Source: an optimization exercise on an open RTL-to-GDS flow (aim: small area, a short achievable clock period and few clock cycles per item). Production flows keep margins and buffers that such runs may drop. Function was not checked in any run shown here: the RTL went through the layout flow alone.

==> flow/design.v, too long to show whole: its modules and the start of the top module <==
// module aes_sbox: 254 lines
// module aes_fwd_tmap: 23 lines
// module aes_inv_sbox: 252 lines
// module aes_inv_tmap: 27 lines
// module sbox_inv16: 9 lines
// module sbox_inv16_b0: 10 lines
// module sbox_inv16_b1: 10 lines
// module sbox_inv16_b2: 10 lines
// module sbox_inv16_b3: 10 lines
// module sb_xor2: 1 lines
// module sb_xnor2: 1 lines
// module sb_nand2: 1 lines
// module sb_nandn: 1 lines
// module sb_nor2: 1 lines
// module sb_inv: 1 lines
// module aes_inv_mix_col: 437 lines
// module cbc_aes_dec: 201 lines
module cbc_aes_dec (
    input  wire         clk,
    input  wire         rst,         
    input  wire         key_load,    
    input  wire [127:0] key_in,
    input  wire         iv_load,     
    input  wire [127:0] iv_in,
    input  wire         blk_valid,   
    input  wire [127:0] blk_in,
    output reg          ready,
    output reg          out_valid,   
    output reg  [127:0] out_data
);
  // ...
==> flow/flow/run.sh <==
#!/bin/bash
# The standard layout (the standard.sh, unchanged synthesis), with
#  - the port buffers made with the smallest buffer cell (every port still gets one).
export SETUP_SLACK_MARGIN=6.6
export BUFFER_PORTS_ARGS="-buffer_cell sky130_fd_sc_hd__buf_1"
bash standard.sh > standard.log 2>&1
==> flow/standard.sh <==
#!/bin/bash
# synth_recipe.tcl (not shown) runs the flow's synth.tcl, then flattens the netlist and writes it again
# the make line also repeats each setting of config.mk as NAME=value (left out here)
make -C /OpenROAD-flow-scripts/flow DESIGN_CONFIG=/design/flow/config.mk WORK_HOME=/design/flow/orfs CLKGATE_MAP_FILE= SYNTH_SCRIPT=/design/flow/synth_recipe.tcl "${@:-finish}"
==> flow/config.mk <==
export PLATFORM = sky130hd
export DESIGN_NAME = cbc_aes_dec
export DESIGN_NICKNAME = cbc_aes_dec
export VERILOG_FILES = /design/flow/design.v
export SDC_FILE = /design/flow/constraint.sdc
export NUM_CORES = 8
export LEC_CHECK = 0
export CAP_MARGIN = 20
export CORE_MARGIN = 2
export CORE_UTILIZATION = 50
export CTS_CLUSTER_DIAMETER = 80
export CTS_CLUSTER_SIZE = 24
export SLEW_MARGIN = 20
export SYNTH_HIERARCHICAL = 1
==> flow/constraint.sdc <==
create_clock -name core_clock -period 10.0 [get_ports {clk}]
set_input_delay 2.0000 -clock core_clock [delete_from_list [all_inputs] [get_ports {clk}]]
set_output_delay 2.0000 -clock core_clock [all_outputs]
set_load 0.01 [all_outputs]
==> flow_metrics.tcl, run 1 <==
set metrics [dict create \
    rrSetupSlack_ns 6.58 \
    place_inst 10900 \
    routed_via_density 5.68 \
    routabilityCongestion 1.04 \
    critical_path_class "input pin to flop" \
    dieWidth_um 403 \
    grt_usage 0.367 \
    worst_pin_slew_ns 1.29 \
    finalSetupViolCount 0 \
    status "finished clean" \
    met2_usage 0.558 \
    post-cts-setup-buffers 7 \
    hold_start "iv0[41]" \
    r2r_cells 7 \
    post-route-min-period_ns 3.44 \
    wl_per_cell_um 27.8 \
    min_path_cells 0 \
    io_buffer_count 518 \
    overflow 0 \
    crit_slowest_cell "xnor2_1" \
    synth_area_leaders "xor2_1 (35%), dfxtp_1 (28%), edfxtp_1 (6.6%)" \
    cts_sinks 1273 \
    synth_top_family_by_area "XOR/XNOR gates" \
    yosysUniqueCellTypes 64 \
    multi_input_area_share 0.585 \
    start_util 0.503 \
    drcViolationCount 0 \
    relSlewSlack 0.132 \
    n_clock_buffer 101 \
    arrival_ns 4.12 \
    skew_ns 0.0521 \
    rsz0062_at_grt "yes" \
    yosys-top-cells-count "xor2_1 (3,172), dfxtp_1 (1,099), nand2_1 (1,059), xnor2_1 (501), nor2_1 (453)" \
    io_pins 519 \
    yosysTopAreaCell "xor2_1" \
    nWellTaps 2072 \
    reg2reg_to "u0[16]" \
    num_vias 63300 \
    maxUsedRoutingLayer "met5" \
    ctsHoldBuffers 0 \
]
==> inputs of run 2 (changes only) <==
--- a/flow/config.mk
+++ b/flow/config.mk
@@ -9,3 +9,3 @@
 export CORE_MARGIN = 2
-export CORE_UTILIZATION = 50
+export CORE_UTILIZATION = 60
 export CTS_CLUSTER_DIAMETER = 80
==> run 2 against run 1 <==
  * Count of clock-buffer cells in the layout down 5
  * Worst setup slack worse by 0.013 ns
  * Area after synthesis unchanged
  * Die area down 17%
  * Largest cell class unchanged
  * Sequential share of layout area up 0.31 points
  * Critical endpoint is now st0[1]
  * Synthesized cell count unchanged
  * Flip-flop and latch count unchanged
  * First-iteration DRC count up 13%
  * Wire length down 0.32%
==> flow_metrics.tcl, run 2 <==
set metrics [dict create \
    period_share 0.346 \
    num_rows 133 \
    seq_area_frac_synth 0.343 \
    hpwl_um 233000 \
    min_path_type "flop to flop" \
    netlist_area_sq_um 79400 \
    synth_fp_nets 8989 \
    arrival_ns 4.09 \
    drv_cap 0 \
    startpoint_type "flop" \
    tns_ns 0 \
    fmax_ghz 0.289 \
    first_pass_iters 7 \
    start_util 0.604 \
    post-route-min-period_ns 3.46 \
    ant_nets 0 \
    synth_xor_xnor_area_share 0.408 \
    synth-async-reset-ratio 0 \
    syn_inst 8589 \
    synth_top_area_frac 0.350 \
    dieWidth_um 368 \
    synthMuxAreaShare 0.0352 \
    grt_max_degree 96 \
    whs_ns 0.306 \
    core-area_sq_um 131000 \
    io_buffer_count 518 \
    avgSynthCellArea_sq_um 9.25 \
    fp.dieArea_sq_um 135000 \
    worstPathRequired_ns 10.63 \
    multi_input_area_sq_um 52100 \
    final_common_cell "xor2_1" \
    final_cell_mix "xor2_1 (2,999), nand2_1 (1,058), dfxtp_1 (1,032)" \
    end_kind "flop" \
    synth_area_leaders "xor2_1 (35%), dfxtp_1 (28%), edfxtp_1 (6.6%)" \
    rsz0062_at_grt "yes" \
    max-clock-path-buffers 3 \
    grt_pass1_vias 60300 \
    synth_edf_count 174 \
    routabilityCongestion 1.07 \
    overflow 0 \
    die_h_um 368 \
    synth_top_family_by_area "XOR/XNOR gates" \
    path_max_fanout 5 \
    relSlewSlack 0.149 \
    io_pins 519 \
    fillCellCount 10800 \
    skew_ns 0.0587 \
    clk_pin_slew_ns 0.09 \
    finalSetupViolCount 0 \
    synth_most_common_cell "xor2_1" \
    clock_latency_ns 0.77 \
    routed_via_density 5.96 \
    synth_top_flop_cell "dfxtp_1" \
    cts_root_buffer "clkbuf_16" \
    wl_per_cell_um 28.5 \
    hold_viol_final 0 \
    seqCellArea_sq_um 27300 \
    yosysUniqueCellTypes 64 \
    drive_above_1_share 0.0871 \
    critical_path_class "flop to flop" \
    cts.htree.levels 3 \
    ctsHoldBuffers 0 \
    yosysTopAreaCell "xor2_1" \
    antenna_found_initial 11 \
    status "finished clean" \
    drcViolationCount 0 \
    yosys-top-cells-count "xor2_1 (3,172), dfxtp_1 (1,099), nand2_1 (1,059), xnor2_1 (501), nor2_1 (453)" \
    synth_adder_area_share 0.00173 \
    slew_violations 0 \
    synth_compound_area_frac 0.0771 \
    cts_sinks 1273 \
    cts_tree "yes" \
    grt_usage 0.438 \
    numCtsBuffers 79 \
    ys_ff_latch 1273 \
    grt_first_pass_wirelength_um 431000 \
    syn_to_final_growth_pct 11.5 \
    nets 9406 \
    num_vias 64500 \
    synth-simple-area-share 0.110 \
    yosys_warnings 7 \
    worst_pin_slew_ns 1.27 \
    drt_iter0_drc 8659 \
    drt-total-wl_um 309000 \
]
==> run 2: cell counts after synthesis <==
No cell type changed its count.
==> run 2: worst paths after layout <==
check | start | end | slack, ns | cells after the start
worst min register to register | iv0[85] | iv1[85] | 0.31 | 0
worst min-delay path | iv0[85] | iv1[85] | 0.31 | 0
worst max-delay path | k1[27] | st0[1] | 6.54 | 8
worst max register to register | k1[27] | st0[1] | 6.54 | 8
==> run 2: layer usage <==
metal  wire length, um  GRT usage  vias up
met3             34400      0.101      832
met2            130000      0.646     3734
met1            118000      0.572    31400
met4             25500      0.294       10
li1                  -          -    28600
met5                64          0        -
==> run 2: worst max-delay path, cell delays in order, from the launching register on <==
cell and delay [ns]:
dfxtp_1 0.82, xor2_1 0.28, buf_4 0.23, xor2_2 0.44, xor2_1 0.66, xor2_1 0.23
xor2_1 0.21, nor2_1 0.40, a21oi_1 0.09
==> run 2: layout make-up <==
class,count,share of cell area
clock inverters,42,0.00658
flip-flops and latches,1273,0.309
inverters,78,0.00335
clock buffers,96,0.0244
repair buffers,706,0.0437
well taps,1755,0.0248
multi-input cells,6868,0.588
diodes,7,0.000198
==> run 2: timing repair <==
item                                    4_1_cts  5_1_grt
buffers inserted                             14       19
endpoints found under the setup margin      552      271
cloned                                       13        6
pin swaps                                     5       21
gates resized for setup                     223      135
==> run 2: cell families after synthesis <==
family,after synthesis
AOI/OAI and AO/OA,921
xor gates and xnor gates,3684
adders and majority gates,11
DFF,1273
muxes,261
and+or+nand+nor,1982
buffers and inverters,457
==> run 2: Yosys stat by module, one instance, submodules excluded, a selection <==
| module | times used | cells |
|---|---|---|
| sb_inv | 16 | 1 |
| sbox_inv16_b0 | 20 | 7 |
| sb_xor2 | 2624 | 1 |
| aes_inv_tmap | 16 | 1 |
| sb_nor2 | 80 | 1 |
| sb_nand2 | 740 | 1 |
| sbox_inv16_b1 | 20 | 5 |
| sbox_inv16_b3 | 20 | 5 |
| cbc_aes_dec | 1 | 4405 |
| sb_xnor2 | 128 | 1 |
| sbox_inv16_b2 | 20 | 5 |
| sb_nandn | 140 | 1 |
==> run 2: stage by stage <==
stage	instances	worst slack, ns	cell area (sq um)	utilization
floorplan	8589	6.64	79400	-
global placement	10600	4.36	83100	0.632
detailed placement	10600	4.22	83100	0.632
CTS	10800	6.60	87600	0.666
global route	10800	6.56	88500	0.673
finish	10800	6.54	88500	0.674
==> inputs of run 3 (changes only) <==
--- a/flow/flow/run.sh
+++ b/flow/flow/run.sh
@@ -3,3 +3,3 @@
 #  - the port buffers made with the smallest buffer cell (every port still gets one).
-export SETUP_SLACK_MARGIN=6.6
+export SETUP_SLACK_MARGIN=6.4
 export BUFFER_PORTS_ARGS="-buffer_cell sky130_fd_sc_hd__buf_1"
==> run 3 against run 2 <==
  * Still clean
  * Final cell count down 0.26%
  * Cell area decreased by 1.1%
  * Non-clock buffer count shrank 23
  * Via count decreased by 0.67%
  * Fmax fell by 6.2%
==> flow_metrics.tcl, run 3 <==
set metrics [dict create \
    synth_edf_count 174 \
    io_buffer_count 518 \
    slowest_delay_ns 0.77 \
    netlist_area_sq_um 79400 \
    yosys-top-cells-count "xor2_1 (3,172), dfxtp_1 (1,099), nand2_1 (1,059), xnor2_1 (501), nor2_1 (453)" \
    syn_to_final_growth_pct 10.3 \
    first_pass_iters 10 \
    antenna_found_initial 15 \
    slew_violations 0 \
    fp.dieArea_sq_um 135000 \
    numCtsBuffers 79 \
    startpoint_type "flop" \
    fin_cells 10800 \
    min_path_type "flop to flop" \
    synth-async-reset-ratio 0 \
    routed_via_density 5.93 \
    relSlewSlack 0.177 \
    path_max_fanout 5 \
    yosysUniqueCellTypes 64 \
    cts_tree "yes" \
    ys_ff_latch 1273 \
    drt-total-wl_um 305000 \
    final_common_cell "xor2_1" \
    status "finished clean" \
    yosys_warnings 7 \
    worstPathRequired_ns 10.69 \
    max-clock-path-buffers 3 \
    synth_top_area_frac 0.350 \
    grt_first_pass_wirelength_um 428000 \
    dieWidth_um 368 \
    period_share 0.368 \
    synth_most_common_cell "xor2_1" \
    nets 9378 \
    yosysTopAreaCell "xor2_1" \
    core-area_sq_um 131000 \
    worst_pin_slew_ns 1.23 \
    skew_ns 0.0599 \
    routabilityCongestion 1.07 \
    drcViolationCount 0 \
    avgSynthCellArea_sq_um 9.25 \
    die_h_um 368 \
    cts_sinks 1273 \
    io_pins 519 \
    end_kind "flop" \
    drt_iter0_drc 7988 \
    drive_above_1_share 0.0746 \
    post-route-min-period_ns 3.68 \
    hold_viol_final 0 \
    ant_nets 0 \
    num_rows 133 \
    syn_inst 8589 \
    crit_top_cell "xor2_1" \
    clk_pin_slew_ns 0.10 \
    hpwl_um 233000 \
    wl_per_cell_um 28.3 \
    synth_top_flop_cell "dfxtp_1" \
    crit_chain "xor2_1, xor2_2, xor2_1, xor2_1, xor2_1, xnor2_1, nor2_1, a21oi_1" \
    tns_ns 0 \
    synth_fp_nets 8989 \
    clock_latency_ns 0.76 \
    crit_slowest_cell "xor2_1" \
    place_inst 10600 \
    cts_root_buffer "clkbuf_16" \
    seq_area_frac_synth 0.343 \
    grt_pass1_vias 60000 \
    drv_cap 0 \
    fmax_ghz 0.271 \
    arrival_ns 4.37 \
    final_cell_mix "xor2_1 (3,033), dfxtp_1 (1,073), nand2_1 (1,058)" \
    rsz0062_at_grt "yes" \
    num_vias 64100 \
    critical_path_class "flop to flop" \
    grt_max_degree 96 \
    grt_usage 0.436 \
    start_util 0.604 \
    overflow 0 \
    finalSetupViolCount 0 \
    synth_area_leaders "xor2_1 (35%), dfxtp_1 (28%), edfxtp_1 (6.6%)" \
    cts.htree.levels 3 \
]
-- run 3: cell counts after synthesis --
No cell type changed its count.
-- run 3: cells by family (layout without fill, tap and decap cells) --
family,Yosys count,in the layout,synth area share
and+or+nand+nor,1982,1986,0.110
muxes,261,261,0.0352
buffers and inverters,457,899,0.0254
xor gates and xnor gates,3684,3684,0.408
other,0,7,0
DFF,1273,1273,0.343
AOI/OAI and AO/OA,921,921,0.0771
adders and majority gates,11,11,0.00173
-- run 3: path summary, 6_finish.rpt --
kind	end	slack [ns]	start	depth (start not counted)
setup / recovery	st0[42]	6.32	k1[33]	8
hold / removal	iv1[85]	0.31	iv0[85]	0
setup reg to reg	st0[42]	6.32	k1[33]	8
hold reg to reg	iv1[85]	0.31	iv0[85]	0
-- run 3: area by class of cell --
cell class / count / area [sq um]
Fill cell: 10900 / 43900
Antenna cell: 7 / 17.5
Timing Repair Buffer: 683 / 3530
Clock buffer: 96 / 2160
Inverter: 78 / 297
Multi-Input combinational cell: 6863 / 51600
Sequential cell: 1273 / 27300
Tap cell: 1755 / 2200
Clock inverter: 42 / 583
-- run 3: metal layers --
layer,up-vias,share of wire,GRT usage
met5,-,0.00035,0
li1,28500,-,-
met1,31100,0.39,0.566
met3,803,0.11,0.105
met2,3627,0.42,0.643
met4,18,0.082,0.288
-- run 3: per-module statistics from Yosys (local to each module, per instance), excerpt --
module	copies in the design	flops+latches	area, sq um
sb_nor2	80	0	3.75
sbox_inv16_b0	20	0	40.0
sb_xnor2	128	0	8.76
sb_inv	16	0	3.75
aes_inv_tmap	16	0	7.51
sb_xor2	2624	0	8.76
sbox_inv16_b3	20	0	38.8
sb_nand2	740	0	3.75
sbox_inv16_b2	20	0	41.3
sb_nandn	140	0	6.26
-- run 3: what timing repair did --
item | CTS | global route
setup buffers | 7 | 7
endpoints found under the hold margin | 0 | 0
gates resized for setup | 131 | 103
gates cloned | 10 | 0
setup endpoints to repair | 524 | 306
pin swaps | 3 | 3
hold buffers | 0 | 0
-- run 3: critical path, delay by kind of cell (launching register included) --
| family | cells | cell delay, ns |
|---|---|---|
| XOR/XNOR | 6 | 2.71 |
| AO/OA/AOI/OAI | 1 | 0.15 |
| AND/OR/NAND/NOR | 1 | 0.10 |
| flip-flops | 1 | 0.65 |
-- run 3: per-stage QoR --
stage	setup WS, ns	area, sq um	utilization	hold WS (ns)
floorplan	6.64	79400	-	0.310
global placement	4.36	83100	0.632	0.310
detailed placement	4.22	83100	0.632	0.312
CTS	6.23	86900	0.661	0.307
global route	6.37	87600	0.666	0.301
finish	6.32	87600	0.666	0.306
==> inputs of run 4 (changes only) <==
--- a/flow/flow/run.sh
+++ b/flow/flow/run.sh
@@ -3,3 +3,3 @@
 #  - the port buffers made with the smallest buffer cell (every port still gets one).
-export SETUP_SLACK_MARGIN=6.4
+export SETUP_SLACK_MARGIN=6.8
 export BUFFER_PORTS_ARGS="-buffer_cell sky130_fd_sc_hd__buf_1"
==> run 4 against run 3 <==
  * Still clean
  * Die area did not move
  * Sequential share of layout area decreased by 0.60 points
  * Synthesized cell count is the same
  * Flip-flop and latch count unchanged
  * Highest routed layer unchanged
==> flow_metrics.tcl, run 4 <==
set metrics [dict create \
    synth_fp_nets 8989 \
    synth_top_area_frac 0.350 \
    synth_edf_count 174 \
    die_h_um 368 \
    routabilityCongestion 1.08 \
    drive_above_1_share 0.119 \
    syn_inst 8589 \
    grt_max_degree 182 \
    cts_sinks 1273 \
    final_cell_mix "xor2_1 (2,953), nand2_1 (1,058), dfxtp_1 (948)" \
    start_util 0.604 \
    critical_path_class "flop to flop" \
    fp.dieArea_sq_um 135000 \
    arrival_ns 3.98 \
    num_rows 133 \
    worst_slack_ns 6.68 \
    finalSetupViolCount 0 \
    end_kind "flop" \
    min_path_cells 0 \
    max-clock-path-buffers 3 \
    tns_ns 0 \
    grt_pass1_vias 59900 \
    status "finished clean" \
    slew_violations 0 \
    r2r_cells 9 \
    whs_endpoint "iv1[9]" \
    synth-async-reset-ratio 0 \
    io_pins 519 \
    core-area_sq_um 131000 \
    drv_cap 0 \
    relSlewSlack 0.0781 \
    hold_start "iv0[9]" \
    netlist_area_sq_um 79400 \
    grt_usage 0.429 \
    num_vias 64800 \
    syn_to_final_growth_pct 13.2 \
    ys_ff_latch 1273 \
    whs_ns 0.310 \
    synth_area_leaders "xor2_1 (35%), dfxtp_1 (28%), edfxtp_1 (6.6%)" \
    ctsHoldBuffers 0 \
    final_area_sq_um 89900 \
    yosysTopAreaCell "xor2_1" \
    nets 9436 \
    dp_slack_ns 5.24 \
    routed_via_density 5.97 \
    min_path_type "flop to flop" \
    yosys_warnings 7 \
    path_max_fanout 6 \
    clk_pin_slew_ns 0.10 \
    worst_pin_slew_ns 1.37 \
    seq_area_frac_synth 0.343 \
    dieWidth_um 368 \
    reg2reg_to "st0[71]" \
    worstPathRequired_ns 10.66 \
    drt-total-wl_um 305000 \
    period_share 0.332 \
    rsz0062_at_grt "yes" \
    rrSetupSlack_ns 6.68 \
    io_buffer_count 518 \
    yosysUniqueCellTypes 64 \
    drcViolationCount 0 \
    hold_viol_final 0 \
    startpoint_type "flop" \
    fmax_ghz 0.301 \
    yosys-top-cells-count "xor2_1 (3,172), dfxtp_1 (1,099), nand2_1 (1,059), xnor2_1 (501), nor2_1 (453)" \
    skew_ns 0.0400 \
    numCtsBuffers 76 \
    wl_per_cell_um 28.2 \
    cts_root_buffer "clkbuf_16" \
    rr_startpoint "k1[77]" \
    clock_latency_ns 0.74 \
    ant_nets 0 \
    antenna_found_initial 8 \
    grt_first_pass_wirelength_um 423000 \
    final_common_cell "xor2_1" \
    cts_tree "yes" \
    avgSynthCellArea_sq_um 9.25 \
    hpwl_um 228000 \
    drt_iter0_drc 8801 \
    cts.htree.levels 3 \
    first_pass_iters 10 \
    overflow 0 \
    place_area_sq_um 83100 \
    synth_most_common_cell "xor2_1" \
    post-route-min-period_ns 3.32 \
    synth_top_flop_cell "dfxtp_1" \
]
-- run 4: changes by cell type in the layout (fill, tap and decap cells not counted), sizes merged, moves of 2 or more --
cell    previous run  this run
xor2            3173      3192
clkinv            14        17
and3b              2         4
clkbuf            96       100
bufinv             3         1
diode              7         1
inv              102       100
buf              677       713
bufbuf             6         1
-- run 4: cell families (layout without fill, tap and decap cells) --
kind of cell / Yosys count / count (layout) / share of synthesized area
xor+xnor: 3684 / 3703 / 0.408
fa+ha+maj: 11 / 11 / 0.00173
flops: 1273 / 1273 / 0.343
mux: 261 / 261 / 0.0352
other cells: 0 / 1 / 0
compound gates: 921 / 921 / 0.0771
buf+inv: 457 / 934 / 0.0254
simple gates: 1982 / 1989 / 0.110
-- run 4: critical path, cell delays in order (launching register included) --
cell	delay, ns
dfxtp_1	0.62
xor2_1	0.25
buf_4	0.24
xor2_2	0.37
xor2_2	0.36
xor2_1	0.36
xor2_1	0.31
xor2_1	0.50
nor2_1	0.08
a21oi_1	0.16
-- run 4: cell type report --
cell class              count  area (sq um)
fillers                 10700         41500
clock inverters            42           485
clock buffers              92          2040
diodes                      1          2.50
repair buffers            722          4230
well taps                1755          2200
inverters                  78           297
flip-flops and latches   1273         27400
multi-input cells        6885         53200
-- run 4: worst max path at each step --
stage,end,from
after CTS,st1[5],st0[101]
final,st0[71],k1[77]
after floorplan,st0[68],rst
after global routing,st1[57],st0[59]
after global placement,k0[90],rst
after detailed placement,k0[26],rst
-- run 4: stage by stage --
step	util	cells
after floorplan	-	8589
after global placement	0.632	10600
after detailed placement	0.632	10600
after CTS	0.670	10800
after global routing	0.684	10800
final	0.684	10800
-- run 4: modules after synthesis, one instance, submodules excluded, a selection --
module | area, sq um | times used
sb_inv | 3.75 | 16
sbox_inv16_b2 | 41.3 | 20
sbox_inv16_b0 | 40.0 | 20
cbc_aes_dec | 48100 | 1
aes_inv_tmap | 7.51 | 16
sbox_inv16_b1 | 33.8 | 20
sbox_inv16_b3 | 38.8 | 20
sb_xnor2 | 8.76 | 128
-- run 4: routing by layer --
metal,GRT usage,vias to the layer above,share of wire
li1,-,28600,-
met4,0.265,2,0.071
met2,0.625,3727,0.42
met5,0,-,0.00023
met3,0.0963,717,0.11
met1,0.575,31700,0.39
-- run 4: what timing repair did --
action / in CTS / in global routing
setup buffers: 22 / 39
endpoints found under the setup margin: 652 / 349
gates cloned: 9 / 22
pin swaps: 9 / 48
resized for setup: 497 / 216
==> inputs of run 5 (changes only) <==
--- a/flow/flow/run.sh
+++ b/flow/flow/run.sh
@@ -3,3 +3,3 @@
 #  - the port buffers made with the smallest buffer cell (every port still gets one).
-export SETUP_SLACK_MARGIN=6.8
+export SETUP_SLACK_MARGIN=7.0
 export BUFFER_PORTS_ARGS="-buffer_cell sky130_fd_sc_hd__buf_1"
==> run 5 against run 4 <==
  * Register-to-register slack improved by 0.21 ns
  * Clock skew decreased by 0.0088 ns
  * Worst setup slack improved by 0.070 ns
  * Area after synthesis unchanged
  * Core utilization increased by 3.5 points
  * Global-route usage increased by 1.8 points
  * Die area unchanged
  * Cell area increased by 5.1%
  * Critical endpoint is now ready
  * Largest cell class unchanged
==> flow_metrics.tcl, run 5 <==
set metrics [dict create \
    syn_to_final_growth_pct 19.0 \
    nets 9639 \
    fp.dieArea_sq_um 135000 \
    seqCellArea_sq_um 27700 \
    ant_nets 0 \
    cts.htree.levels 3 \
    crit_chain "buf_6" \
    skew_ns 0.0312 \
    synth_fp_nets 8989 \
    routabilityCongestion 1.06 \
    io_pins 519 \
    antenna_found_initial 16 \
    post-route-min-period_ns 3.25 \
    wl_per_cell_um 29.7 \
    clock_latency_ns 0.75 \
    clk_pin_slew_ns 0.10 \
    rsz0062_at_grt "yes" \
    path_max_fanout 2 \
    final_common_cell "xor2_1" \
    ctsHoldBuffers 0 \
    cts_root_buffer "clkbuf_16" \
    num_vias 67200 \
    finalSetupViolCount 0 \
    first_pass_iters 10 \
    status "finished clean" \
    core-area_sq_um 131000 \
    cts_sinks 1273 \
    dp_slack_ns 4.50 \
    grt_usage 0.446 \
    yosysUniqueCellTypes 64 \
    avgSynthCellArea_sq_um 9.25 \
    netlist_area_sq_um 79400 \
    io_buffer_count 518 \
    yosys_warnings 7 \
    grt_max_degree 81 \
    critical_path_class "flop to output port" \
    final_area_sq_um 94500 \
    end_kind "output port" \
    final_cell_mix "xor2_1 (2,836), nand2_1 (1,057), dfxtp_1 (844)" \
    dieWidth_um 368 \
    cts_tree "yes" \
    hpwl_um 235000 \
    slowest_delay_ns 0.40 \
    arrival_ns 1.25 \
    die_h_um 368 \
    startpoint_type "flop" \
    yosys-top-cells-count "xor2_1 (3,172), dfxtp_1 (1,099), nand2_1 (1,059), xnor2_1 (501), nor2_1 (453)" \
    grt_pass1_vias 61300 \
    ys_ff_latch 1273 \
    fillCellCount 10100 \
    drive_above_1_share 0.169 \
    min_path_type "flop to flop" \
    place_area_sq_um 83400 \
    fmax_ghz 0.308 \
    numCtsBuffers 79 \
    synth_top_area_frac 0.350 \
    start_util 0.604 \
    hold_viol_final 0 \
    synth_edf_count 174 \
    max-clock-path-buffers 3 \
    cp_num_buf_inv 1 \
    grt_first_pass_wirelength_um 438000 \
    cp_top_family "flip-flops" \
    worst_slack_ns 6.75 \
    overflow 0 \
    drcViolationCount 0 \
    synth-async-reset-ratio 0 \
    tns_ns 0 \
    slew_violations 0 \
    yosysTopAreaCell "xor2_1" \
    syn_inst 8589 \
    period_share 0.325 \
    multi_input_area_sq_um 54900 \
    drv_cap 0 \
    synth_top_flop_cell "dfxtp_1" \
    routed_via_density 6.07 \
    synth_most_common_cell "xor2_1" \
    num_rows 133 \
    crit_slowest_cell "dfxtp_4" \
    drt_iter0_drc 9737 \
    relSlewSlack 0.214 \
    worst_pin_slew_ns 1.17 \
    drt-total-wl_um 328000 \
    worstPathRequired_ns 8.00 \
    seq_area_frac_synth 0.343 \
    synth_area_leaders "xor2_1 (35%), dfxtp_1 (28%), edfxtp_1 (6.6%)" \
]
[run 5: cell type report]
class / instances / share of cell area
multi-input combinational: 6882 / 0.581
sequential: 1273 / 0.293
timing repair buffer: 925 / 0.0705
clock buffer: 100 / 0.0236
tap: 1755 / 0.0232
clock inverter: 41 / 0.00564
inverter: 78 / 0.00314
antenna: 12 / 0.000318
[run 5: per-layer routing]
metal / global-route usage / vias up / part of all wire
li1: - / 29000 / -
met1: 0.594 / 32700 / 0.38
met2: 0.643 / 4482 / 0.41
met3: 0.109 / 999 / 0.13
met4: 0.291 / 8 / 0.083
met5: 0 / - / 0.00017
[run 5: cells by family after synthesis]
group	synth area share
and+or+nand+nor	0.110
AOI/OAI and AO/OA	0.0771
DFF	0.343
adders and majority gates	0.00173
muxes	0.0352
xor gates and xnor gates	0.408
buffers and inverters	0.0254
[run 5: final timing paths]
check,startpoint,end,slack (ns),cells past startpoint
max,ready,ready,6.75,1
min,k0[123],k1[123],0.32,0
min reg2reg,k0[123],k1[123],0.32,0
max reg2reg,fsm[0],u0[24],6.89,7
[run 5: what timing repair did]
item	CTS	global route
pin swaps	53	69
setup endpoints to repair	795	667
buffers inserted	101	118
resized for setup	736	424
gates cloned	19	36
hold endpoints to repair	0	0
[run 5: per-module statistics from Yosys (local to each module, per instance), excerpt]
module         cell area (sq um)  flops+latches
aes_inv_tmap                7.51              0
cbc_aes_dec                48100           1273
sb_inv                      3.75              0
sb_nand2                    3.75              0
sb_nandn                    6.26              0
sb_nor2                     3.75              0
sb_xnor2                    8.76              0
sb_xor2                     8.76              0
sbox_inv16_b0               40.0              0
sbox_inv16_b1               33.8              0
sbox_inv16_b2               41.3              0
sbox_inv16_b3               38.8              0
[run 5: metrics by stage]
| stage | instances | utilization | hold slack (ns) |
|---|---|---|---|
| floorplan | 8589 | - | 0.310 |
| finish | 11100 | 0.719 | 0.316 |
| detailed placement | 10600 | 0.634 | 0.312 |
| CTS | 10900 | 0.690 | 0.314 |
| global route | 11100 | 0.719 | 0.319 |
| global placement | 10600 | 0.634 | 0.309 |
==> module cbc_aes_dec, before the edit <==
module cbc_aes_dec (
    input  wire         clk,
    input  wire         rst,         
    input  wire         key_load,    
    input  wire [127:0] key_in,
    input  wire         iv_load,     
    input  wire [127:0] iv_in,
    input  wire         blk_valid,   
    input  wire [127:0] blk_in,
    output reg          ready,
    output reg          out_valid,   
    output reg  [127:0] out_data
);
    localparam [1:0] S_RUN   = 2'd0,   
                     S_KCHK  = 2'd1,   
                     S_DRAIN = 2'd2,   
                     S_EXP   = 2'd3;   
    reg [1:0]   fsm;
    reg         kvalid;   
    reg         match;    
    reg [127:0] dk;       
    reg [31:0]  dkt;      
    reg [3:0]   estep;    
    reg [1:0]   ephase;   
    reg [127:0] civ;      
    reg         ent;      
    reg         a0;       
    reg [3:0]   r0;
    reg [127:0] st0;      
    reg [127:0] k0;       
    reg         kok0;
    reg [31:0]  u0;       
    reg [127:0] iv0;      
    reg         a1;
    reg [3:0]   r1;
    reg [127:0] st1;
    reg [127:0] k1;       
    reg         kok1;
    reg [31:0]  t1;       
    reg [127:0] iv1;
    wire take     = ready && !rst;
    wire take_key = take && key_load;
    wire take_iv  = take && !key_load && iv_load;
    wire take_blk = take && !key_load && !iv_load && blk_valid;
    wire [127:0] isr;
    wire [127:0] isb;
    genvar r, c;
    generate
        for (c = 0; c < 4; c = c + 1) begin : g_col
            for (r = 0; r < 4; r = r + 1) begin : g_row
                assign isr[127 - 8*(r + 4*c) -: 8] = st0[127 - 8*(r + 4*((c + 4 - r) % 4)) -: 8];
                aes_inv_sbox u_sbox (
                    .t(isr[127 - 8*(r + 4*c) -: 8]),
                    .y(isb[127 - 8*(r + 4*c) -: 8])
                );
            end
        end
    endgenerate
    wire [31:0] sw_out;
    aes_sbox u_ks_sbox0 (.t(u0[23:16]), .y(sw_out[31:24]));
    aes_sbox u_ks_sbox1 (.t(u0[15:8]),  .y(sw_out[23:16]));
    aes_sbox u_ks_sbox2 (.t(u0[7:0]),   .y(sw_out[15:8]));
    aes_sbox u_ks_sbox3 (.t(u0[31:24]), .y(sw_out[7:0]));
    wire [127:0] ark = st1 ^ k1;
    wire [127:0] imc;     
    generate
        for (c = 0; c < 4; c = c + 1) begin : g_mix
            aes_inv_mix_col u_mix (
                .col_in (ark[127 - 32*c -: 32]),
                .col_out(imc[127 - 32*c -: 32])
            );
        end
    endgenerate
    function [7:0] rcon_of(input [3:0] i);
        rcon_of = {i == 4'd8, i == 4'd7, i == 4'd6 || i == 4'd10,
                   i == 4'd5 || i == 4'd9 || i == 4'd10, i == 4'd4 || i == 4'd9,
                   i == 4'd3 || i == 4'd10, i == 4'd2 || i == 4'd9 || i == 4'd10,
                   i == 4'd1 || i == 4'd9};
    endfunction
    wire [31:0] q0 = k1[127:96], q1 = k1[95:64], q2 = k1[63:32], q3 = k1[31:0];
    wire [127:0] k1_prev = {q0 ^ {rcon_of(r1), 24'h000000} ^ t1, q1 ^ q0, q2 ^ q1, q3 ^ q2};
    wire [31:0]  u1_prev = q3 ^ q1;      
    wire [31:0] d0 = dk[127:96], d1 = dk[95:64], d2 = dk[63:32], d3 = dk[31:0];
    wire [127:0] dk_prev = {d0 ^ 32'h36000000 ^ dkt, d1 ^ d0, d2 ^ d1, d3 ^ d2};
    wire [31:0]  udk     = d3 ^ d1;
    wire [31:0] e0 = d0 ^ {rcon_of(estep), 24'h000000} ^ t1;
    wire [31:0] e1 = e0 ^ d1;
    wire [31:0] e2 = e1 ^ d2;
    wire [31:0] e3 = e2 ^ d3;
    wire [127:0] blk_x = blk_in ^ dk;
    wire [127:0] blk_t;
    generate
        for (c = 0; c < 16; c = c + 1) begin : g_in
            aes_inv_tmap u_tmap (.a(blk_x[8*c +: 8]), .t(blk_t[8*c +: 8]));
        end
    endgenerate
    wire [31:0] u0_x = (fsm == S_DRAIN && !a0 && !a1) ? d3 :
                       (fsm == S_EXP)   ? d3 :
                       ent              ? udk : u1_prev;
    wire [31:0] u0_t;
    generate
        for (c = 0; c < 4; c = c + 1) begin : g_u
            aes_fwd_tmap u_tmap (.a(u0_x[8*c +: 8]), .t(u0_t[8*c +: 8]));
        end
    endgenerate
    always @(posedge clk) begin
        st1 <= isb;
        k1  <= k0;
        t1  <= sw_out;
        iv1 <= iv0;
        if (ent) begin
            st0 <= take_key ? key_in : blk_t;
            k0  <= take_blk ? dk_prev : k1;
            iv0 <= civ;
        end else begin
            st0 <= imc;
            k0  <= k1_prev;
            iv0 <= iv1;
        end
        u0 <= u0_t;
        out_data <= ark ^ iv1;
        if (fsm == S_KCHK && !match)
            dk <= st0;           
        else if (fsm == S_EXP && ephase == 2'd1)
            dk <= {e0, e1, e2, e3};
        if (fsm == S_EXP && ephase == 2'd1 && estep == 4'd10)
            dkt <= t1;
    end
    reg  [1:0] fsm_n;
    reg        kvalid_n;
    wire       match_n = kvalid && kok1 && (key_in == k1);
    always @(*) begin
        fsm_n    = fsm;
        kvalid_n = kvalid;
        case (fsm)
            S_RUN: begin
                if (take_key)
                    fsm_n = S_KCHK;
            end
            S_KCHK: begin
                if (!match) begin
                    kvalid_n = 1'b0;
                    fsm_n    = S_DRAIN;
                end else begin
                    fsm_n = S_RUN;
                end
            end
            S_DRAIN: begin
                if (!a0 && !a1)
                    fsm_n = S_EXP;
            end
            S_EXP: begin
                if (ephase == 2'd1 && estep == 4'd10) begin
                    kvalid_n = 1'b1;
                    fsm_n    = S_RUN;
                end
            end
            default: fsm_n = S_RUN;
        endcase
    end
    wire free1_n = !a0 || (r0 == 4'd0);
    always @(posedge clk) begin
        match <= match_n;
        if (rst) begin
            fsm       <= S_RUN;
            kvalid    <= 1'b0;
            ready     <= 1'b1;
            ent       <= 1'b1;
            a0        <= 1'b0;
            a1        <= 1'b0;
            kok0      <= 1'b0;
            kok1      <= 1'b0;
            out_valid <= 1'b0;
            civ       <= 128'd0;
        end else begin
            fsm       <= fsm_n;
            kvalid    <= kvalid_n;
            ready     <= (fsm_n == S_RUN) && free1_n;
            ent       <= free1_n;
            a1        <= a0;
            r1        <= r0;
            kok1      <= kok0 && !(fsm == S_KCHK && !match);
            kok0      <= (take_blk || kok1) && !(fsm == S_KCHK && !match);
            a0        <= take_blk || (a1 && (r1 != 4'd0));
            r0        <= take_blk ? 4'd9 : r1 - 4'd1;
            out_valid <= a1 && (r1 == 4'd0);
            if (take_iv)
                civ <= iv_in;
            else if (take_blk)
                civ <= blk_in;
            if (fsm == S_DRAIN) begin
                estep  <= 4'd1;
                ephase <= 2'd0;
            end else begin
                ephase <= (ephase == 2'd2) ? 2'd0 : ephase + 2'd1;
                if (ephase == 2'd1)
                    estep <= estep + 4'd1;
            end
        end
    end
endmodule
==> inputs of run 6 (changes only) <==
--- a/flow/design.v
+++ b/flow/design.v
@@ -1067,5 +1067,3 @@
     reg         kvalid;   
-    reg         match;    
     reg [127:0] dk;       
-    reg [31:0]  dkt;      
     reg [3:0]   estep;    
@@ -1111,3 +1109,12 @@
     aes_sbox u_ks_sbox3 (.t(u0[31:24]), .y(sw_out[7:0]));
-    wire [127:0] ark = st1 ^ k1;
+    function [7:0] rcon_of(input [3:0] i);
+        rcon_of = {i == 4'd8, i == 4'd7, i == 4'd6 || i == 4'd10,
+                   i == 4'd5 || i == 4'd9 || i == 4'd10, i == 4'd4 || i == 4'd9,
+                   i == 4'd3 || i == 4'd10, i == 4'd2 || i == 4'd9 || i == 4'd10,
+                   i == 4'd1 || i == 4'd9};
+    endfunction
+    wire [31:0] q0 = k1[127:96], q1 = k1[95:64], q2 = k1[63:32], q3 = k1[31:0];
+    wire [127:0] k1_prev = {q0 ^ {rcon_of(r1 + 4'd1), 24'h000000} ^ t1, q1 ^ q0, q2 ^ q1, q3 ^ q2};
+    wire [31:0]  u1_prev = q3 ^ q1;      
+    wire [127:0] ark = st1 ^ k1_prev;     
     wire [127:0] imc;     
@@ -1121,14 +1128,4 @@
     endgenerate
-    function [7:0] rcon_of(input [3:0] i);
-        rcon_of = {i == 4'd8, i == 4'd7, i == 4'd6 || i == 4'd10,
-                   i == 4'd5 || i == 4'd9 || i == 4'd10, i == 4'd4 || i == 4'd9,
-                   i == 4'd3 || i == 4'd10, i == 4'd2 || i == 4'd9 || i == 4'd10,
-                   i == 4'd1 || i == 4'd9};
-    endfunction
-    wire [31:0] q0 = k1[127:96], q1 = k1[95:64], q2 = k1[63:32], q3 = k1[31:0];
-    wire [127:0] k1_prev = {q0 ^ {rcon_of(r1), 24'h000000} ^ t1, q1 ^ q0, q2 ^ q1, q3 ^ q2};
-    wire [31:0]  u1_prev = q3 ^ q1;      
     wire [31:0] d0 = dk[127:96], d1 = dk[95:64], d2 = dk[63:32], d3 = dk[31:0];
-    wire [127:0] dk_prev = {d0 ^ 32'h36000000 ^ dkt, d1 ^ d0, d2 ^ d1, d3 ^ d2};
-    wire [31:0]  udk     = d3 ^ d1;
+    wire [31:0] udk = d3 ^ d2;      
     wire [31:0] e0 = d0 ^ {rcon_of(estep), 24'h000000} ^ t1;
@@ -1160,3 +1157,3 @@
             st0 <= take_key ? key_in : blk_t;
-            k0  <= take_blk ? dk_prev : k1;
+            k0  <= take_blk ? dk : (a1 ? k1_prev : k1);
             iv0 <= civ;
@@ -1173,4 +1170,2 @@
             dk <= {e0, e1, e2, e3};
-        if (fsm == S_EXP && ephase == 2'd1 && estep == 4'd10)
-            dkt <= t1;
     end
@@ -1178,3 +1173,3 @@
     reg        kvalid_n;
-    wire       match_n = kvalid && kok1 && (key_in == k1);
+    wire       match = kvalid && kok0 && (st0 == k0);
     always @(*) begin
@@ -1210,3 +1205,2 @@
     always @(posedge clk) begin
-        match <= match_n;
         if (rst) begin
--- a/flow/flow/run.sh
+++ b/flow/flow/run.sh
@@ -3,3 +3,3 @@
 #  - the port buffers made with the smallest buffer cell (every port still gets one).
-export SETUP_SLACK_MARGIN=7.0
+export SETUP_SLACK_MARGIN=6.6
 export BUFFER_PORTS_ARGS="-buffer_cell sky130_fd_sc_hd__buf_1"
--- a/flow/config.mk
+++ b/flow/config.mk
@@ -9,3 +9,3 @@
 export CORE_MARGIN = 2
-export CORE_UTILIZATION = 60
+export CORE_UTILIZATION = 50
 export CTS_CLUSTER_DIAMETER = 80
==> run 6 against run 5 <==
  * First-iteration DRC count shrank 17%
  * Register-to-register slack lost 0.55 ns
  * Fmax shrank 11%
  * Core utilization shrank 13 points
  * Synthesized cell count shrank 0.62%
  * Critical endpoint is now st0[100]
  * Still clean on timing, DRC and antenna
==> flow_metrics.tcl, run 6 <==
set metrics [dict create \
    grt_first_pass_wirelength_um 429000 \
    clk_pin_slew_ns 0.10 \
    seq_area_frac_synth 0.334 \
    whs_endpoint "iv1[4]" \
    end_kind "flop" \
    worstPathRequired_ns 10.64 \
    post-route-min-period_ns 3.66 \
    grt_usage 0.364 \
    yosys-top-cells-count "xor2_1 (3,240), dfxtp_1 (1,098), nand2_1 (913), nor2_1 (379), xnor2_1 (323)" \
    hold_start "iv0[4]" \
    min_path_type "flop to flop" \
    syn_inst 8536 \
    ant_nets 0 \
    dieWidth_um 400 \
    max-clock-path-buffers 3 \
    syn_to_final_growth_pct 17.0 \
    antenna_found_initial 13 \
    skew_ns 0.0452 \
    synth_top_flop_cell "dfxtp_1" \
    io_pins 519 \
    worst_pin_slew_ns 1.42 \
    synth_most_common_cell "xor2_1" \
    drv_cap 0 \
    hold_viol_final 0 \
    cts.htree.levels 3 \
    drt-total-wl_um 306000 \
    rsz0062_at_grt "yes" \
    dp_slack_ns 4.81 \
    yosysUniqueCellTypes 55 \
    synth-async-reset-ratio 0 \
    tns_ns 0 \
    die_h_um 400 \
    synth_area_leaders "xor2_1 (36%), dfxtp_1 (28%), edfxtp_1 (5.4%)" \
    start_util 0.503 \
    first_pass_iters 10 \
    avgSynthCellArea_sq_um 9.20 \
    wl_per_cell_um 27.1 \
    period_share 0.366 \
    io_buffer_count 518 \
    arrival_ns 4.29 \
    path_max_fanout 5 \
    min_path_cells 0 \
    grt_pass1_vias 59800 \
    routabilityCongestion 1.02 \
    routed_via_density 5.69 \
    rr_startpoint "r1[1]" \
    r2r_cells 18 \
    cts_sinks 1240 \
    netlist_area_sq_um 78600 \
    worst_slack_ns 6.34 \
    synth_top_area_frac 0.361 \
    fmax_ghz 0.273 \
    status "finished clean" \
    hpwl_um 230000 \
    ys_ff_latch 1240 \
    cts_tree "yes" \
    finalSetupViolCount 0 \
    startpoint_type "flop" \
    clock_latency_ns 0.76 \
    num_rows 145 \
    num_vias 64100 \
    numCtsBuffers 86 \
    critical_path_class "flop to flop" \
    drive_above_1_share 0.127 \
    reg2reg_to "st0[100]" \
    grt_max_degree 179 \
    cts_root_buffer "clkbuf_16" \
    drcViolationCount 0 \
    final_common_cell "xor2_1" \
    ctsHoldBuffers 0 \
    rrSetupSlack_ns 6.34 \
    yosys_warnings 7 \
    fp.dieArea_sq_um 160000 \
    yosysTopAreaCell "xor2_1" \
    core-area_sq_um 156000 \
    synth_fp_nets 8936 \
    overflow 0 \
    relSlewSlack 0.0478 \
    final_cell_mix "xor2_1 (2,940), dfxtp_1 (989), nand2_1 (910)" \
    synth_edf_count 142 \
    nets 9538 \
    drt_iter0_drc 8050 \
    slew_violations 0 \
]
[run 6: final cells by class]
type	count	area, sq um
clock inverter	59	941
clock buffer	96	2270
inverter	144	548
sequential	1240	26400
fill	13700	64300
timing repair buffer	811	4640
tap	2058	2570
antenna	7	17.5
multi-input combinational	6855	54500
[run 6: worst max-delay path: stages, from the launching register on]
cell and delay, ns:
edfxtp_1 0.52, ha_4 0.26, xor2_4 0.24, buf_4 0.17
nor2_2 0.04, o21ai_2 0.20, xnor2_2 0.09, buf_4 0.17
xnor2_4 0.19, buf_12 0.15, xor2_4 0.19, buf_6 0.15
xor2_4 0.14, buf_6 0.15, xor2_1 0.20, xor2_1 0.19
xnor2_1 0.13, nor2_1 0.07, a21oi_2 0.27
[run 6: cells by family after synthesis]
group	count (synthesis)	synth area share
AO/OA/AOI/OAI	1037	0.0837
XOR/XNOR	3563	0.397
adder cells (fa/ha/maj)	11	0.00175
buffers and inverters	448	0.0238
flip-flops	1240	0.334
multiplexers	405	0.0554
AND/OR/NAND/NOR	1832	0.104
[run 6: metal layers]
layer,track usage,vias to the layer above,wire length [um]
li1,-,29100,-
met4,0.158,2,14700
met5,0,-,7
met1,0.501,31300,129000
met2,0.556,3106,134000
met3,0.0676,590,27700
[run 6: modules after synthesis (local to each module, per instance), excerpt]
module,copies in the design,cell area (sq um),cells,flops+latches
sb_nand2,740,3.75,1,0
sb_nandn,140,6.26,1,0
cbc_aes_dec,1,47300,4352,1240
sbox_inv16_b2,20,41.3,5,0
sb_xor2,2624,8.76,1,0
sb_inv,16,3.75,1,0
sb_xnor2,128,8.76,1,0
sb_nor2,80,3.75,1,0
[run 6: worst max path at each step]
stage / startpoint / end / slack, ns
after CTS: k1[89] / st0[37] / 6.57
after global routing: r1[1] / st0[100] / 6.26
after floorplan: st0[117] / dk[0] / 6.42
after global placement: rst / st0[43] / 4.80
final: r1[1] / st0[100] / 6.34
after detailed placement: rst / st0[43] / 4.81
[run 6: repair_timing]
| action | in CTS | in global routing |
|---|---|---|
| pin swaps | 16 | 76 |
| setup buffers | 42 | 84 |
| endpoints found under the setup margin | 804 | 568 |
| cloned | 7 | 4 |
| gates resized for setup | 366 | 225 |
[run 6: stage by stage]
step	std cells	hold slack, ns	instance area (sq um)	util
after floorplan	8536	0.310	78800	-
after global placement	11000	0.310	83500	0.534
after detailed placement	11000	0.312	83500	0.534
after CTS	11200	0.318	89600	0.574
after global routing	11300	0.322	91900	0.588
final	11300	0.320	91900	0.589

-- re-timing with driven ports --
How much do the figures lean on ideal ports? The routed layouts below were timed once more, with nothing changed but the port constraints.
Step 1 assumes that a clkbuf_16 drives the clock port and a buf_2 every other input.
Step 2 times the ports against the registers' clock, not the clock port: input delays grow and output delays shrink by t, the midpoint of the rising clock arrivals with the driver on.
a / b / c = no drivers / after step 1 / after step 2; a / b = the first two.
run	shift t [ns]	setup WS [ns]	hold slack, ns	worst setup path after step 2	worst data-port slew with drivers (ns)
run 1	0.825	6.555 / 6.581 / 5.788	0.289 / 0.289 / 0.289	input to register	0.14
run 2	0.825	6.543 / 6.543 / 5.847	0.306 / 0.306 / 0.306	input to register	0.21
run 3	0.823	6.315 / 6.315 / 5.623	0.306 / 0.306 / 0.306	input to register	0.21
run 4	0.804	6.680 / 6.680 / 5.961	0.310 / 0.310 / 0.310	input to register	0.10
run 5	0.821	6.750 / 6.660 / 5.866	0.316 / 0.316 / 0.316	input to register	0.36
run 6	0.823	6.341 / 6.341 / 5.916	0.320 / 0.320 / 0.320	input to register	0.16
After both steps every run listed still meets setup and hold. For run 5, which loses most, drivers alone change the setup slack by -0.090 ns; drivers and shift together by -0.884 ns.
